This design comes from an exercise in tuning for small area, a short achievable clock period and few clock cycles per item on the open sky130 flow, not from production work.
Function was checked by simulation only, so behaviour that the tests miss may differ from the original.
Power is estimated from default activity; no workload was simulated.

## flow/standard.sh

```bash
#!/bin/bash
# synth_recipe.tcl (not shown) runs the flow's synth.tcl, then flattens the netlist and writes it again
# the make line also repeats each setting of config.mk as NAME=value (left out here)
make -C /OpenROAD-flow-scripts/flow DESIGN_CONFIG=/design/flow/config.mk WORK_HOME=/design/flow/orfs CLKGATE_MAP_FILE= SYNTH_SCRIPT=/design/flow/synth_recipe.tcl "${@:-finish}"
```

## flow/design.v

```verilog
module frame_cipher (
    input  wire        clk,
    input  wire        rst,           
    input  wire        in_valid,
    output wire        in_ready,
    input  wire [63:0] in_raw,
    input  wire [3:0]  in_len,
    output reg         out_valid,
    output wire [1:0]  out_status,    
    output reg         out_bypass,
    output reg         out_marker_ok,
    output wire        out_sum_ok,
    output wire        out_accept,
    output reg  [63:0] out_d,
    output wire [7:0]  out_opcode,
    output wire [15:0] out_value,
    output wire [1:0]  out_kind
);
    localparam [63:0] KEY    = 64'hC4C6C092_4023DC96;    
    localparam [63:0] SUBC   = 64'h844756D6_07939356;    
    localparam [7:0]  MARKER = 8'h0D;
    function [2:0] perm;
        input [2:0] j;
        case (j)
            3'd0: perm = 3'd2;
            3'd1: perm = 3'd4;
            3'd2: perm = 3'd0;
            3'd3: perm = 3'd7;
            3'd4: perm = 3'd1;
            3'd5: perm = 3'd6;
            3'd6: perm = 3'd5;
            default: perm = 3'd3;
        endcase
    endfunction
    function [7:0] lane;
        input [63:0] w;
        input [2:0]  i;
        lane = w[63 - 8*i -: 8];
    endfunction
    reg [63:0] t1;
    integer j;
    always @(*) begin
        for (j = 0; j < 8; j = j + 1)
            t1[63 - 8*j -: 8] = lane(in_raw, perm(j[2:0])) ^ lane(KEY, j[2:0]);
    end
    wire [63:0] t2 = {t1[2:0], t1[63:3]};
    reg [63:0] t3;
    integer i;
    always @(*) begin
        for (i = 0; i < 8; i = i + 1)
            t3[63 - 8*i -: 8] = lane(t2, i[2:0]) - lane(SUBC, i[2:0]);
    end
    wire        bypass = (lane(in_raw, 3'd4) == MARKER);
    wire [63:0] d      = bypass ? in_raw : t3;
    wire marker_ok = bypass | (lane(t2, 3'd4) == 8'h14);
    wire [7:0] sum_bits_plain, sum_bits_dec;
    frame_cipher_sum_test #(.K(8'h00)) sum_test_plain (
        .a(lane(in_raw, 3'd0)), .b(lane(in_raw, 3'd1)),
        .c(lane(in_raw, 3'd2)), .d(lane(in_raw, 3'd3)), .eq(sum_bits_plain));
    frame_cipher_sum_test #(.K(8'h4B)) sum_test_dec (
        .a(lane(t2, 3'd0)), .b(lane(t2, 3'd1)),
        .c(lane(t2, 3'd2)), .d(lane(t2, 3'd3)), .eq(sum_bits_dec));
    wire [7:0] sum_bits  = bypass ? sum_bits_plain : sum_bits_dec;
    wire [3:0] sum_pairs = sum_bits[7:4] & sum_bits[3:0];
    wire len_ok = (in_len == 4'd8);
    assign in_ready = 1'b1;
    always @(posedge clk) begin
        if (rst)
            out_valid <= 1'b0;
        else
            out_valid <= in_valid;
    end
    reg       len_ok_q;
    reg [3:0] sum_pairs_q;
    always @(posedge clk) begin
        len_ok_q      <= len_ok;
        out_bypass    <= bypass;
        out_marker_ok <= marker_ok;
        sum_pairs_q   <= sum_pairs;
        out_d         <= d;
    end
    assign out_sum_ok = &sum_pairs_q;
    assign out_accept = out_marker_ok & out_sum_ok;
    assign out_status = {~len_ok_q, len_ok_q & ~out_accept};
    assign out_opcode = out_d[63:56];
    assign out_value  = out_d[55:40];
    reg [1:0] kind;
    always @(*) begin
        case (out_opcode)
            8'h42:   kind = 2'd0;
            8'h50:   kind = 2'd1;
            8'h41:   kind = 2'd2;
            default: kind = 2'd3;
        endcase
    end
    assign out_kind = kind;
endmodule
module frame_cipher_sum_test #(
    parameter [7:0] K = 8'h00
) (
    input  wire [7:0] a,
    input  wire [7:0] b,
    input  wire [7:0] c,
    input  wire [7:0] d,
    output wire [7:0] eq
);
    localparam [7:0] M = K - 8'd1;
    wire [7:0] p, s1, ce, x, xy, cn;
    wire [7:0] c1, y;         
    genvar i;
    generate
        for (i = 0; i < 8; i = i + 1) begin : bit_
            frame_cipher_xor2 u_p  (.a(a[i]), .b(b[i]), .y(p[i]));
            frame_cipher_xor2 u_s1 (.a(p[i]), .b(c[i]), .y(s1[i]));
            if (i < 7) begin : carry_out
                frame_cipher_maj3 u_g (.a(a[i]), .b(b[i]), .c(c[i]), .y(c1[i+1]));
            end
            if (i == 0) begin : first
                frame_cipher_xnor2 u_x (.a(s1[0]), .b(d[0]), .y(x[0]));
                frame_cipher_and2n u_y (.a(s1[0]), .bn(d[0]), .y(y[1]));
                if (M[0]) begin : one
                    assign eq[0] = x[0];
                end else begin : zero
                    frame_cipher_xor2 u_eq (.a(s1[0]), .b(d[0]), .y(eq[0]));
                end
            end else begin : next
                frame_cipher_xnor2 u_ce (.a(c1[i]), .b(d[i]), .y(ce[i]));
                frame_cipher_xor2  u_x  (.a(s1[i]), .b(ce[i]), .y(x[i]));
                if (i < 7) begin : carry_out
                    frame_cipher_maj3n u_y (.a(s1[i]), .b(c1[i]), .cn(d[i]), .y(y[i+1]));
                end
                frame_cipher_xor2 u_xy (.a(x[i]), .b(y[i]), .y(xy[i]));
                if (i == 1) begin : second
                    if (M[0]) begin : no_carry
                        if (M[1]) begin : one
                            assign eq[1] = xy[1];
                        end else begin : zero
                            frame_cipher_xnor2 u_eq (.a(x[1]), .b(y[1]), .y(eq[1]));
                        end
                    end else begin : carry
                        if (M[1]) begin : one
                            frame_cipher_xor2 u_eq (.a(xy[1]), .b(x[0]), .y(eq[1]));
                        end else begin : zero
                            frame_cipher_xnor2 u_eq (.a(xy[1]), .b(x[0]), .y(eq[1]));
                        end
                    end
                end else begin : later
                    if (M[i-1]) begin : and_
                        frame_cipher_nand2 u_cn (.a(x[i-1]), .b(y[i-1]), .y(cn[i]));
                    end else begin : or_
                        frame_cipher_nor2 u_cn (.a(x[i-1]), .b(y[i-1]), .y(cn[i]));
                    end
                    if (M[i]) begin : one
                        frame_cipher_xnor2 u_eq (.a(xy[i]), .b(cn[i]), .y(eq[i]));
                    end else begin : zero
                        frame_cipher_xor2 u_eq (.a(xy[i]), .b(cn[i]), .y(eq[i]));
                    end
                end
            end
        end
    endgenerate
endmodule
module frame_cipher_nand2 (input wire a, input wire b, output wire y);
    assign y = ~(a & b);
endmodule
module frame_cipher_nor2 (input wire a, input wire b, output wire y);
    assign y = ~(a | b);
endmodule
module frame_cipher_and2n (input wire a, input wire bn, output wire y);
    assign y = a & ~bn;
endmodule
module frame_cipher_and2 (input wire a, input wire b, output wire y);
    assign y = a & b;
endmodule
module frame_cipher_xor2 (input wire a, input wire b, output wire y);
    assign y = a ^ b;
endmodule
module frame_cipher_xnor2 (input wire a, input wire b, output wire y);
    assign y = ~(a ^ b);
endmodule
module frame_cipher_maj3 (input wire a, input wire b, input wire c, output wire y);
    assign y = (a & b) | (a & c) | (b & c);
endmodule
module frame_cipher_maj3n (input wire a, input wire b, input wire cn, output wire y);
    assign y = (a & b) | ((a | b) & ~cn);
endmodule
```

## flow/flow/run.sh

```bash
#!/bin/bash
# The standard layout, with the port buffers made from a small buffer cell
# instead of the delay buffer buffer_ports picks by default, and a clock tree
# of larger sink clusters without dummy loads.
set -euo pipefail
bash standard.sh 'BUFFER_PORTS_ARGS=-buffer_cell sky130_fd_sc_hd__buf_1' \
  'CTS_ARGS=-sink_clustering_enable -repair_clock_nets -dont_use_dummy_load -sink_clustering_size 30 -buf_list sky130_fd_sc_hd__clkbuf_4' \
  finish > standard_flow.log 2>&1
```

## flow/constraint.sdc

```tcl
create_clock -name core_clock -period 6.0 [get_ports {clk}]
set_input_delay 1.2000 -clock core_clock [delete_from_list [all_inputs] [get_ports {clk}]]
set_output_delay 1.2000 -clock core_clock [all_outputs]
set_load 0.01 [all_outputs]
```

## flow/config.mk

```make
export PLATFORM = sky130hd
export DESIGN_NAME = frame_cipher
export DESIGN_NICKNAME = frame_cipher
export VERILOG_FILES = /design/flow/design.v
export SDC_FILE = /design/flow/constraint.sdc
export NUM_CORES = 4
export LEC_CHECK = 0
export CAP_MARGIN = 20
export CORE_MARGIN = 2
export CORE_UTILIZATION = 50
export SETUP_SLACK_MARGIN = 3.5
export SLEW_MARGIN = 20
export SYNTH_HIERARCHICAL = 1
export SYNTH_MINIMUM_KEEP_SIZE = 0
```

==> results.txt <==
area by class of cell:
| cell class | instances | area [sq um] |
|---|---|---|
| Clock buffer | 9 | 67.6 |
| Fill cell | 857 | 3510 |
| Inverter | 36 | 154 |
| Multi-Input combinational cell | 391 | 2710 |
| Sequential cell | 72 | 1440 |
| Tap cell | 108 | 135 |
| Timing Repair Buffer | 170 | 692 |
| Timing Repair inverter | 1 | 8.76 |
sequential cells by signal, indices dropped and copies added (netlist names):
| register | flops |
|---|---|
| out_valid | 1 |
| out_d | 64 |
| len_ok_q | 1 |
| sum_pairs_q | 4 |
| out_marker_ok | 1 |
| out_bypass | 1 |
final timing paths:
path / startpoint / to / slack (ns) / cells past startpoint
hold / removal: rst / out_valid / 0.91 / 2
setup / recovery: out_d[63] / out_kind[0] / 3.50 / 4
per-module statistics from Yosys, one instance, submodules excluded, a selection:
module / times used / cells inside / flops+latches / cell area (sq um)
frame_cipher_xor2: 66 / 1 / 0 / 8.76
frame_cipher_nor2: 3 / 1 / 0 / 3.75
frame_cipher: 1 / 394 / 72 / 3290
frame_cipher_xnor2: 24 / 1 / 0 / 8.76
frame_cipher_maj3: 14 / 1 / 0 / 11.3
frame_cipher_maj3n: 12 / 2 / 0 / 15.0
frame_cipher_and2n: 2 / 1 / 0 / 13.8
frame_cipher_nand2: 9 / 1 / 0 / 3.75
where the power goes:
group	switching, mW	internal [mW]
combinational	0.251	0.185
clock	0.151	0.0698
sequential	0.0187	0.532
total	0.420	0.787
kinds of logic after synthesis:
kind of cell             share of synthesized area [%]
other                                           0.0833
AO/OA/AOI/OAI                                     9.28
adder cells (fa/ha/maj)                           9.00
flip-flops                                        32.0
buffers and inverters                             9.39
AND/OR/NAND/NOR                                   15.8
XOR/XNOR                                          24.5
routing by layer:
| metal | track usage, % | up-vias | wire [microns] |
|---|---|---|---|
| li1 | - | 1986 | - |
| met1 | 32.4 | 1769 | 5340 |
| met2 | 43.1 | 144 | 6140 |
| met3 | 5.67 | 17 | 852 |
| met4 | 7.80 | 0 | 278 |
| met5 | 0 | - | 0 |
Yosys cell counts, types with 3 or more instances:
cell type	count
nor2_1	33
nor3_1	7
inv_1	35
o31ai_1	3
clkbuf_1	6
o21ai_0	29
maj3_2	26
o21a_1	4
xor2_1	80
nand2b_1	4
and2_1	3
ha_1	9
dfxtp_1	72
o21ba_2	3
xnor2_1	46
nand2_1	77
nand3b_1	4
buf_4	31
nand3_1	9
a21oi_1	25
through the flow:
step	cell area [sq um]	instances	worst slack [ns]
finish	5210	787	3.50
global placement	4980	772	2.06
global route	5210	787	3.42
detailed placement	4980	772	2.01
CTS	5130	785	3.47
floorplan	4510	538	3.46
what timing repair did:
| item | 4_1_cts | 5_1_grt |
|---|---|---|
| hold buffers | 0 | 0 |
| gates cloned | 2 | 1 |
| pin swaps | 4 | 13 |
| buffers inserted | 2 | 1 |
| setup endpoints to repair | 69 | 40 |
| gates resized for setup | 26 | 27 |
==> results.tsv <==
metric	value	unit
io_pins	169	
final.period_utilization	41.6	%
yosys-top-cells-area	dfxtp_1 32%, xor2_1 16%, xnor2_1 8.9%	
root_buffer	clkbuf_4	
drt_wl_total	12.6	mm
cp-end-kind	primary output	
finalSetupViolCount	0	
synth_flop_cell	dfxtp_1	
finalHoldViolCount	0	
critPathMaxStageDelay	0.33	ns
gp_congestion	0.935	
grt_pass1_wl	19.4	mm
max-vdd-ir-drop	114	uV
row_count	34	
drt_iter0_drc	169	
vias	3916	
io_buffers	167	
rsz0062_at_grt	yes	
syn_nets	618	
leakage	2.20	nW
status	timing/DRC/antenna clean	
cts_tree	done	
grtUsageTotal	25.5	%
firstDrtPassIters	5	
whs	0.908	ns
yosysWarnings	7	
route.detailed.drc	0	
yosys.area.top_type_share	32.0	%
cp.required	4.80	ns
setup-tns-final	0	ns
final_cell_mix	140 x buf_1, 77 x nand2_1, 76 x xor2_1	
cts_sinks	72	
timing.fmax	0.400	GHz
drtAntennaViolNets	0	
cts_buffers	9	
seq_area_frac_synth	32.0	%
finalPower	1.21	mW
initial_utilization	51.6	%
die_area	0.00978	sq mm
crit_buf_inv	1	
grt_pass1_vias	3776	
slew_headroom	57.8	%
syn_inst	538	
drv_cap	0	
drive_gt1_share	13.5	%
worst_pin_slew	0.633	ns
start_kind	register	
num_antenna_cells	0	
h-tree-depth	3	
final_common_cell	buf_1	
die_w	98.9	microns
die_y	98.9	microns
area_growth	15.6	%
clock_path_buffers	2	
hold_path.class	in -> reg	
wire_per_inst	16.0	microns
grt_max_degree	34	
async_flop_share	0	%
cellPowerDensity	232	mW/mm^2
synth.avg_cell_area	8.37	sq um
synth_largest_area_cell	dfxtp_1	
critical-path-slowest-cell	dfxtp_2	
netlist-cell-type-count	45	
final_nets	761	
place_hpwl	9.35	mm
core_area	0.00872	sq mm
finalCriticalPeriod	2.50	ns
clkSlewWorstSetupHoldPaths	0.12	ns
gr-total-overflow	0	
path_cells	nor4_2 -> and2_1 -> nand2_1 -> buf_2	
finish.utilization	59.7	%
cp.arrival	1.30	ns
worstPathMaxFanout	2	
routed_via_density	4.98	
synth_edf_count	0	
finalMaxSlewViolations	0	
cp_top_family	simple AND/OR/NAND/NOR gates	
synth_area	0.00450	sq mm
crit_type	reg -> out	
antenna_found_initial	0	
synth_seq_cells	72	
Testbench counts, summed over its fixed seeds: cycles 12,008, items 12,000.

==> re-timing with driven ports <==
In the flow no input, the clock included, has a driving cell. The finished layout below was timed again as built, in two steps.
Step 1: set_driving_cell puts a clkbuf_16 on clk and a buf_2 on each other input, an assumption about the parent block.
Step 2 also shifts input and output timing later by t, the mid clock arrival at the registers, as if the neighbouring blocks saw the same clock.
a / b / c = ideal / step 1 / step 2; a / b = the first two.
shift t [ns]: 0.433
slack for setup (ns): 3.503 / 3.470 / 3.087
hold WS [ns]: 0.908 / 0.899 / 1.332
slew at the worst register clock pin (ns): 0.12 / 0.12
After both steps this run still meets setup and hold. The setup slack of this run moves by -0.033 ns with the drivers and by -0.416 ns with both steps.
